Context: an optimization exercise on an open-source flow, tuned for small area. The choices shown serve that exercise and are no tape-out recipe.
Function was checked by simulation only, so behaviour that the tests miss may differ from the original.
The flow treats the clock pin as an ideal source, which a real chip does not have.
Power and IR drop assume default switching activity.

exp/xenon:
// cdc_codec
module cdc_codec (
    input  wire        clk,
    input  wire        rst,
    input  wire        tick,
    input  wire        rx_in,
    output wire        tx_out,
    input  wire        tx_start,
    input  wire [63:0] tx_msg,
    output reg         tx_busy,
    output wire        tx_done,
    input  wire        rx_start,
    output reg         rx_busy,
    output wire        rx_done,
    output reg         rx_valid,
    output reg  [63:0] rx_msg,
    output reg  [4:0]  rx_nnib,
    output reg  [2:0]  cause,
    output reg         cmd_reject
);
Size in the first run: about 150 I/O pins, about 0.0065 sq mm of cells after synthesis.
export LEC_CHECK = 0
export CAP_MARGIN = 20
export CORE_MARGIN = 2
export CORE_UTILIZATION = 50
export PLACE_DENSITY = 0.65
export SLEW_MARGIN = 20
create_clock -name core_clock -period 10.0 [get_ports {clk}]
standard.sh (not shown) runs the stock make flow with config.mk's settings and CLKGATE_MAP_FILE= SYNTH_SCRIPT=/design/flow/synth_recipe.tcl, a recipe that flattens the netlist after the stock synthesis.
==> flow/flow/run.sh <==
#!/bin/bash
# Layout flow: the standard flow (standard.sh) with three changes to how
# the layout is built:
#  1. after the standard synthesis, its combinational gates are mapped again
#     for area (flow/resynth.sh); the registers are left as they are;
#  2. the port buffers are the smallest buffer (buf_1);
#  3. the clock tree uses small clock buffers and no dummy balancing loads;
#     after it is built, flow/fix_clk.tcl sizes up the clock buffers whose
#     flip-flop clock pins would see a slow edge.
# Each tool's output goes to a log file in this folder.
set -euo pipefail
res=orfs/results/$FLOW_PLATFORM/cdc_codec/base
bash standard.sh synth > flow_synth.log 2>&1
bash flow/resynth.sh $res/1_2_yosys.v
rm -f $res/1_synth.odb $res/1_synth.sdc
bash standard.sh \
  BUFFER_PORTS_ARGS="-buffer_cell sky130_fd_sc_hd__buf_1" \
  POST_CTS_TCL="$PWD/flow/fix_clk.tcl" \
  CTS_ARGS="-sink_clustering_enable -repair_clock_nets -buf_list sky130_fd_sc_hd__clkbuf_4 -dont_use_dummy_load" \
  finish > flow_finish.log 2>&1
==> flow/flow/area.abc <==
strash
&get -n
&st
&syn2
&dch -f
&nf -R 1000
&put
strash
&get -n
&st
&syn2
&dch -f
&nf -R 1000
&put
==> flow/flow/fix_clk.tcl <==
# POST_CTS hook: size up the clock buffers whose flip-flop clock pins would
# see a slow edge, then legalize the placement again.
proc clk_worst_sink_slew { inst } {
  set worst 0.0
  foreach out [get_pins -of_objects $inst -filter "direction==output"] {
    set net [get_nets -of_objects $out]
    foreach p [get_pins -of_objects $net -filter "direction==input"] {
      if { ![string match "*CLK" [get_full_name $p]] } { continue }
      set s [get_property $p slew_max]
      if { $s > $worst } { set worst $s }
    }
  }
  return $worst
}
for { set pass 0 } { $pass < 3 } { incr pass } {
  estimate_parasitics -placement
  set changed 0
  foreach inst [get_cells *] {
    set m [get_property $inst ref_name]
    if { $m eq "sky130_fd_sc_hd__clkbuf_4" || $m eq "sky130_fd_sc_hd__clkbuf_8" } {
      if { [clk_worst_sink_slew $inst] > 0.118 } {
        set to [expr { $m eq "sky130_fd_sc_hd__clkbuf_4" ? "sky130_fd_sc_hd__clkbuf_8" : "sky130_fd_sc_hd__clkbuf_16" }]
        puts "fix_clk: [get_full_name $inst] $m -> $to"
        replace_cell $inst $to
        incr changed
      }
    }
  }
  if { $changed == 0 } { break }
  detailed_placement
}
estimate_parasitics -placement
==> flow/flow/resynth.sh <==
#!/bin/bash
# Re-map the combinational logic of the standard synthesis netlist for area.
# The flip-flops are kept as they are (same cells, same instance names); only
# the gates between them are taken apart and mapped again by ABC with
# flow/area.abc.
set -euo pipefail
net=$1
lib=$FLOW_HOME/platforms/$FLOW_PLATFORM/lib/sky130_fd_sc_hd__tt_025C_1v80.lib
here=$(cd "$(dirname "$0")" && pwd)
du=""
for c in $(sed -n '/DONT_USE_CELLS += /,/^#/p' $FLOW_HOME/platforms/$FLOW_PLATFORM/config.mk | grep -o 'sky130_fd_sc_hd__[a-z0-9_]*'); do
  du="$du -dont_use $c"
done
ffs=$(grep -o 'sky130_fd_sc_hd__[a-z0-9_]*df[a-z0-9_]*' $net | sort -u | tr '\n' ' ')
cp $net $net.standard
cat > resynth.ys <<X
read_liberty -ignore_miss_func -overwrite -setattr liberty_cell $lib
read_verilog $net.standard
hierarchy -top $FLOW_TOP
blackbox $ffs
flatten
opt -purge
abc -liberty $lib $du -script $here/area.abc
opt_clean -purge
hilomap -singleton -hicell sky130_fd_sc_hd__conb_1 HI -locell sky130_fd_sc_hd__conb_1 LO
stat -liberty $lib
write_verilog -noattr -nohex -nodec $net
X
yosys -s resynth.ys > resynth.log 2>&1
Changes in exp/onyx relative to exp/xenon:
- changing CORE_UTILIZATION from 50 to 60
- changing PLACE_DENSITY from 0.65 to 0.75
- setting ABC_AREA to 1 for the first time
==> flow/flow/area1.abc (new file) <==
strash
&get -n
&st
&syn2
&dch -f
&nf -R 2000 -a
&put
==> flow/flow/area2.abc (new file) <==
strash
&get -n
&st
&syn2
&dch -f
&nf -R 1000
&put
strash
&get -n
&st
&syn2
&dch -f
&nf -R 1000
&put
==> flow/flow/area3.abc (new file) <==
strash
&get -n
&deepsyn -T 60
&dch -f
&nf -R 1000
&put
-- flow/flow/resynth.sh --
<<< exp/xenon, line 4
# the gates between them are taken apart and mapped again by ABC with
# flow/area.abc.
>>> exp/onyx, line 4
# the gates between them are taken apart and mapped again by ABC. Each script
# flow/area*.abc is tried and the smallest netlist is kept.
<<< exp/xenon, line 16
cat > resynth.ys <<X
>>> exp/onyx, line 16
best=""
best_area=""
for script in $here/area*.abc; do
  tag=$(basename $script .abc)
  cat > resynth_$tag.ys <<X
<<< exp/xenon, line 23
abc -liberty $lib $du -script $here/area.abc
>>> exp/onyx, line 27
abc -liberty $lib $du -script $script
<<< exp/xenon, line 26
stat -liberty $lib
write_verilog -noattr -nohex -nodec $net
>>> exp/onyx, line 30
tee -o resynth_$tag.stat stat -liberty $lib
write_verilog -noattr -nohex -nodec resynth_$tag.v
<<< exp/xenon, line 29
yosys -s resynth.ys > resynth.log 2>&1
>>> exp/onyx, line 33
  if yosys -s resynth_$tag.ys > resynth_$tag.log 2>&1; then
    area=$(grep 'Chip area' resynth_$tag.stat | awk '{print $NF}')
    nff=$(grep -c 'sky130_fd_sc_hd__[a-z0-9_]*df' resynth_$tag.v || true)
    echo "$tag area $area flops $nff" >> resynth.log
    if [[ -z "$best_area" ]] || awk "BEGIN{exit !($area < $best_area)}"; then
      best=resynth_$tag.v; best_area=$area
    fi
  fi
done
echo "kept $best ($best_area)" >> resynth.log
[[ -n "$best" ]] && cp $best $net
removed: flow/flow/area.abc
[summary]
- exp/onyx vs exp/xenon, capturing instance or port of the critical path: cnt[3] vs cnt[4]
- The lower combinational share of power came out of exp/xenon.
- Looking at net switching power of the design, exp/onyx sits 11 uW above exp/xenon.
- Per the comparison of exp/onyx with exp/xenon, worst setup slack before clock tree synthesis went up by 350 ps; share of power burned in registers decreased 0.7 points.
- Between exp/onyx and exp/xenon, it is exp/onyx whose cell count is lower, by 13%.
- Going from exp/xenon to exp/onyx, the maximum frequency was found to have gone up by about 7%.
- Re fraction of area in registers: exp/onyx is 1.3 points up on exp/xenon.
Relative to exp/onyx, the following input files were edited for exp/violet:
- PLACE_DENSITY: 0.75 -> 0.65
- CORE_UTILIZATION: 60 -> 50
### Flow results
The setup slack of exp/violet is smaller than that of exp/onyx.
Delta (exp/violet minus exp/onyx): total leakage power increased by 0.31% relative to the old numbers; number of iterations in the first detailed-routing pass decreased by 6 relative to the old numbers; initial core utilization decreased by 11 points relative to the old numbers; combinational share of power decreased by 0.2 points relative to the old numbers; number of tap instances increased by about 26% relative to the old numbers.
Taking exp/onyx as the reference, in exp/violet overall power of the completed layout climbed about 1.1%; final core utilization dropped 12 points; maximum fanout along the worst path dropped about 45%.
Diff exp/onyx and exp/violet: final standard cell area without fillers lower in exp/onyx
Across exp/onyx and exp/violet, the outcome is the same: a clean finish for every run.
#### Input delta (exp/raven over exp/violet)
- CAP_MARGIN now 0, was 20
- SLEW_MARGIN now 0, was 20
- ABC_AREA no longer set, was 1
==> flow/flow/area.abc (new file) <==
strash
&get -n
&st
&syn2
&dch -f
&nf -R 1000
&put
strash
&get -n
&st
&syn2
&dch -f
&nf -R 1000
&put
==> flow/flow/resynth.sh <==
#!/bin/bash
# Re-map the combinational logic of the standard synthesis netlist for area.
# The flip-flops are kept as they are (same cells, same instance names); only
# the gates between them are taken apart and mapped again by ABC with
# flow/area.abc.
set -euo pipefail
net=$1
lib=$FLOW_HOME/platforms/$FLOW_PLATFORM/lib/sky130_fd_sc_hd__tt_025C_1v80.lib
here=$(cd "$(dirname "$0")" && pwd)
du=""
for c in $(sed -n '/DONT_USE_CELLS += /,/^#/p' $FLOW_HOME/platforms/$FLOW_PLATFORM/config.mk | grep -o 'sky130_fd_sc_hd__[a-z0-9_]*'); do
  du="$du -dont_use $c"
done
ffs=$(grep -o 'sky130_fd_sc_hd__[a-z0-9_]*df[a-z0-9_]*' $net | sort -u | tr '\n' ' ')
cp $net $net.standard
cat > resynth.ys <<X
read_liberty -ignore_miss_func -overwrite -setattr liberty_cell $lib
read_verilog $net.standard
hierarchy -top $FLOW_TOP
blackbox $ffs
flatten
opt -purge
abc -liberty $lib $du -script $here/area.abc
opt_clean -purge
hilomap -singleton -hicell sky130_fd_sc_hd__conb_1 HI -locell sky130_fd_sc_hd__conb_1 LO
stat -liberty $lib
write_verilog -noattr -nohex -nodec $net
X
yosys -s resynth.ys > resynth.log 2>&1
removed: flow/flow/area1.abc
removed: flow/flow/area2.abc
removed: flow/flow/area3.abc
==> comparison <==
In exp/raven, total power is lower than in exp/violet.
Comparing exp/violet and exp/raven, total non-filler cell area in the finished layout is lower on exp/violet.
On maximum cell stage delay along the critical path, exp/violet and exp/raven are basically level.
From exp/violet to exp/raven the numbers moved as follows: peak supply drop fell 13%; number of placed cells counting well taps has increased; share of the core filled with cells was more or less identical.
Looking at pre-CTS setup slack across exp/violet and exp/raven, the one that comes out lower is exp/violet.
NOTE: mean post-synth cell area in exp/raven falls short of that of exp/violet
Setup slack of the critical path after layout came out higher on exp/raven than on exp/violet.
Setup changes, exp/raven to exp/garnet
- swapping 0 for 20 in CAP_MARGIN
- swapping 0 for 20 in SLEW_MARGIN
==> flow/flow/area.abc <==
strash
&get -n
&st
&syn2
&dch -f
&nf -R 2000 -a
&put
-- flow/flow/fix_clk.tcl --
<<< exp/raven, line 8
      if { ![string match "*CLK" [get_full_name $p]] } { continue }
>>> exp/garnet, line 8
<<< exp/raven, line 21
      if { [clk_worst_sink_slew $inst] > 0.118 } {
>>> exp/garnet, line 20
      if { [clk_worst_sink_slew $inst] > 0.110 } {
--- outcome ---
Summary of exp/garnet over exp/raven: setup slack fell 170 ps, required time at the endpoint of the critical path fell 180 ps. Compared with exp/raven, exp/garnet improves global-route wire length before repair. exp/garnet vs exp/raven: time the worst path needs with I/O delays and setup up. From exp/raven to exp/garnet the numbers moved as follows: total wirelength of the detailed-routed design went down, count of TritonRoute iterations in the first routing pass went up, critical path depth went up. exp/garnet vs exp/raven, end point of the critical path: sr[34] vs cnt[4]. Changes observed in exp/garnet relative to exp/raven: total vias in the final route now sits lower; total chip power rose by 50 uW.

==> re-timing with driven ports <==
No port has a modelled driver above. Below, the same layouts with a new extraction and two added sets of constraints.
Step 1 (the two cells are an assumption about what drives the block):
set clk [get_ports {clk}]
set_driving_cell -lib_cell sky130_fd_sc_hd__clkbuf_16 $clk
set_driving_cell -lib_cell sky130_fd_sc_hd__buf_2 [delete_from_list [all_inputs] $clk]
Step 2 also shifts input and output timing later by t, the mid clock arrival at the registers, as if the neighbouring blocks saw the same clock.
Three values: ideal ports, drivers, drivers and shift; two values: the first two.
| run | t (ns) | setup WS [ns] | worst setup path after step 2 |
|---|---|---|---|
| exp/xenon | 0.587 | 5.208 / 5.179 / 4.592 | input to register |
| exp/onyx | 0.585 | 5.506 / 5.524 / 4.939 | input to register |
| exp/violet | 0.600 | 5.147 / 5.137 / 4.537 | input to register |
| exp/raven | 0.587 | 5.208 / 5.179 / 4.592 | input to register |
| exp/garnet | 0.407 | 5.038 / 5.054 / 4.647 | input to register |
After both steps setup and hold are still met in every run listed.
